This is an optimization exercise on Yosys and OpenROAD, whose aim is small area, not a production implementation.
In this exercise RTL edits were held to simulation tests only and were not proved equivalent to the original.
No activity file was given, so power comes from the tool's default toggle rates.

## ow_emu
module ow_emu (
    input  wire        clk,
    input  wire        rst,
    input  wire [2:0]  fam,
    input  wire        cmd_valid,
    output wire        cmd_ready,
    input  wire [7:0]  opsel,
    input  wire [15:0] a16,
    input  wire [7:0]  d8,
    output reg         rsp_valid,
    output wire [3:0]  status,
    output wire        ok,
    output wire [7:0]  rdata,
    input  wire        ow_in,
    output wire        ow_pull
);
Size in the first run: roughly 1900 cells after synthesis, about 55 I/O pins.
export LEC_CHECK = 0
export ABC_AREA = 0
export CAP_MARGIN = 20
export CORE_MARGIN = 2
export CORE_UTILIZATION = 55
export PLACE_DENSITY = 0.7
export SLEW_MARGIN = 20
create_clock -name core_clock -period 10.0 [get_ports {clk}]
standard.sh (not shown) runs the stock make flow with config.mk's settings and CLKGATE_MAP_FILE= SYNTH_SCRIPT=/design/flow/synth_recipe.tcl, a recipe that flattens the netlist after the stock synthesis.
==> flow/flow/run.sh <==
#!/bin/bash
# Layout flow: the standard flow (standard synthesis and ORFS steps, unchanged
# scripts), with two settings passed to ORFS through its own variables:
#  - CTS without dummy loads (the clock tree's balancing cells add area only);
#  - port buffers made of the smallest buffer cell.
# make's output goes to standard.log; each ORFS step keeps its own log in orfs/logs/.
set -euo pipefail
cd "$(dirname "$0")/.."
export CTS_ARGS="-sink_clustering_enable -repair_clock_nets -sink_clustering_size 10 -sink_clustering_max_diameter 40 -buf_list sky130_fd_sc_hd__clkbuf_4 -dont_use_dummy_load"
export BUFFER_PORTS_ARGS="-buffer_cell sky130_fd_sc_hd__buf_1"
bash standard.sh > standard.log 2>&1
test -f out/final.def
Next try:
--- a/flow/flow/run.sh
+++ b/flow/flow/run.sh
@@ -9 +9 @@
-export CTS_ARGS="-sink_clustering_enable -repair_clock_nets -sink_clustering_size 10 -sink_clustering_max_diameter 40 -buf_list sky130_fd_sc_hd__clkbuf_4 -dont_use_dummy_load"
+export CTS_ARGS="-sink_clustering_enable -repair_clock_nets -sink_clustering_size 18 -sink_clustering_max_diameter 60 -buf_list sky130_fd_sc_hd__clkbuf_8 -dont_use_dummy_load"
What happened: The new run ran to the end with no violations; wire length drops by 1.2%; worst hold slack improved by 0.037 ns; clock power hardly moves; final area hardly moves; setup slack is worse by 0.024 ns; maximum frequency decreases by 0.41%; total power stays flat; die area does not change; final cell count shrinks by 2.8%; via count fell by 3.1%; register-to-register slack stays flat.

---

Setup of lane 1:
Another version of the RTL of ow_emu (not shown whole).
For scale: about 55 I/O pins, ~0.030 mm2 of cells after synthesis.
==> flow/design.v (excerpt) <==
module ow_emu (
    input  wire        clk,
    input  wire        rst,
    input  wire [2:0]  fam,
    input  wire        cmd_valid,
    output wire        cmd_ready,
    input  wire [7:0]  opsel,
    input  wire [15:0] a16,
    input  wire [7:0]  d8,
    output reg         rsp_valid,
    output reg  [3:0]  status,
    output reg         ok,
    output reg  [7:0]  rdata,
    input  wire        ow_in,
    output wire        ow_pull
);
    localparam [3:0] ST_OK = 4'd0, ST_ERR_ROLE = 4'd2, ST_ERR_ILLEGAL = 4'd3,
                     ST_ERR_RANGE = 4'd4, ST_ERR_UNSUP = 4'd5;
    localparam [7:0] OP_NOP = 8'h00, OP_CRC_CLR = 8'h01, OP_CRC_BIT = 8'h02,
                     OP_CRC_BYTE = 8'h03, OP_CRC_GET = 8'h05,
                     OP_ROM_WR = 8'h08, OP_ROM_RD = 8'h09, OP_ROM_VALID = 8'h0A,
                     OP_ROM_APPLY = 8'h0B, OP_MEM_WR = 8'h0C, OP_MEM_RD = 8'h0D,
                     OP_AREGS_WR = 8'h0E, OP_AREGS_RD = 8'h0F,
                     OP_EMU_START = 8'h20, OP_EMU_STOP = 8'h21;
    function [7:0] crc8_bit(input [7:0] c, input d);
        begin
  ...
Settings: LEC_CHECK=0, ABC_AREA=1, CAP_MARGIN=20, CORE_MARGIN=2, CORE_UTILIZATION=55, CTS_CLUSTER_DIAMETER=60, CTS_CLUSTER_SIZE=36, PLACE_DENSITY=0.7, SLEW_MARGIN=20; clock period 10.0 ns.
run.sh (not shown) runs the stock make flow with config.mk's settings and CLKGATE_MAP_FILE= SYNTH_SCRIPT=/design/flow/synth_recipe.tcl, a recipe that flattens the netlist after the stock synthesis.
Stock flow here: none of the scripts above is used.
Lane 1 has completed all stages; timing, DRC and antenna checks passed.
diff inputs: lane 1 => lane 2
Settings: CTS_CLUSTER_DIAMETER now 80, was 60; CTS_CLUSTER_SIZE now 30, was 36.
==> flow/flow/run.sh (new file) <==
#!/bin/bash
# Layout flow: the standard flow (standard synthesis and ORFS steps, unchanged
# scripts), with two settings passed to ORFS through its own variables:
#  - CTS without dummy loads (the clock tree's balancing cells add area only);
#  - port buffers made of the smallest buffer cell.
# make's output goes to standard.log; each ORFS step keeps its own log in orfs/logs/.
set -euo pipefail
cd "$(dirname "$0")/.."
export CTS_ARGS="-sink_clustering_enable -repair_clock_nets -sink_clustering_size ${CTS_SIZE:-30} -sink_clustering_max_diameter ${CTS_DIAM:-80} -dont_use_dummy_load"
export BUFFER_PORTS_ARGS="-buffer_cell sky130_fd_sc_hd__buf_1"
bash standard.sh > standard.log 2>&1
test -f out/final.def
==> flow/standard.sh (new file) <==
#!/bin/bash
# synth_recipe.tcl (not shown) runs the flow's synth.tcl, then flattens the netlist and writes it again
# the make line also repeats each setting of config.mk as NAME=value (left out here)
make -C /OpenROAD-flow-scripts/flow DESIGN_CONFIG=/design/flow/config.mk WORK_HOME=/design/flow/orfs CLKGATE_MAP_FILE= SYNTH_SCRIPT=/design/flow/synth_recipe.tcl "${@:-finish}"
removed: flow/run.sh
[summary]
Area: lane 2 vs lane 1 -> lane 2 smaller. On shortest clock period the worst path allows after layout, lane 1 loses to lane 2. The endpoint arrival time on the critical path of lane 2 is lower than that of lane 1. Taking lane 1 as the reference, in lane 2 worst IR drop on VDD went up 2.1%; total global routing overflow held.

## separate check: timing with driven ports
How much do the figures lean on ideal ports? The routed layouts below were timed once more, with nothing changed but the port constraints. Step 1, drivers: a clkbuf_16 drives clk and a buf_2 each remaining input, both assumed. Step 2, shift: input delay + t, output delay - t, t = (earliest + latest rising clock arrival at the registers) / 2. This alone moves slack from input paths to output paths. Three values: no drivers, after step 1, after step 2; two values: the first two.
run	shift t [ns]	setup slack, ns	worst hold slack (ns)	worst data-port slew with drivers (ns)
the first run of note 1	0.997	4.167 / 4.144 / 4.080	0.261 / 0.261 / 0.261	0.08
the second run of note 1	0.697	4.143 / 4.120 / 4.058	0.298 / 0.298 / 0.298	0.07
lane 1	0.699	3.401 / 3.378 / 3.378	0.301 / 0.301 / 0.301	0.07
lane 2	0.646	4.068 / 4.040 / 4.040	0.297 / 0.297 / 0.297	0.04
After both steps every run listed still meets setup and hold. For the first run of note 1, which loses most, drivers alone change the setup slack by -0.023 ns; drivers and shift together by -0.087 ns.
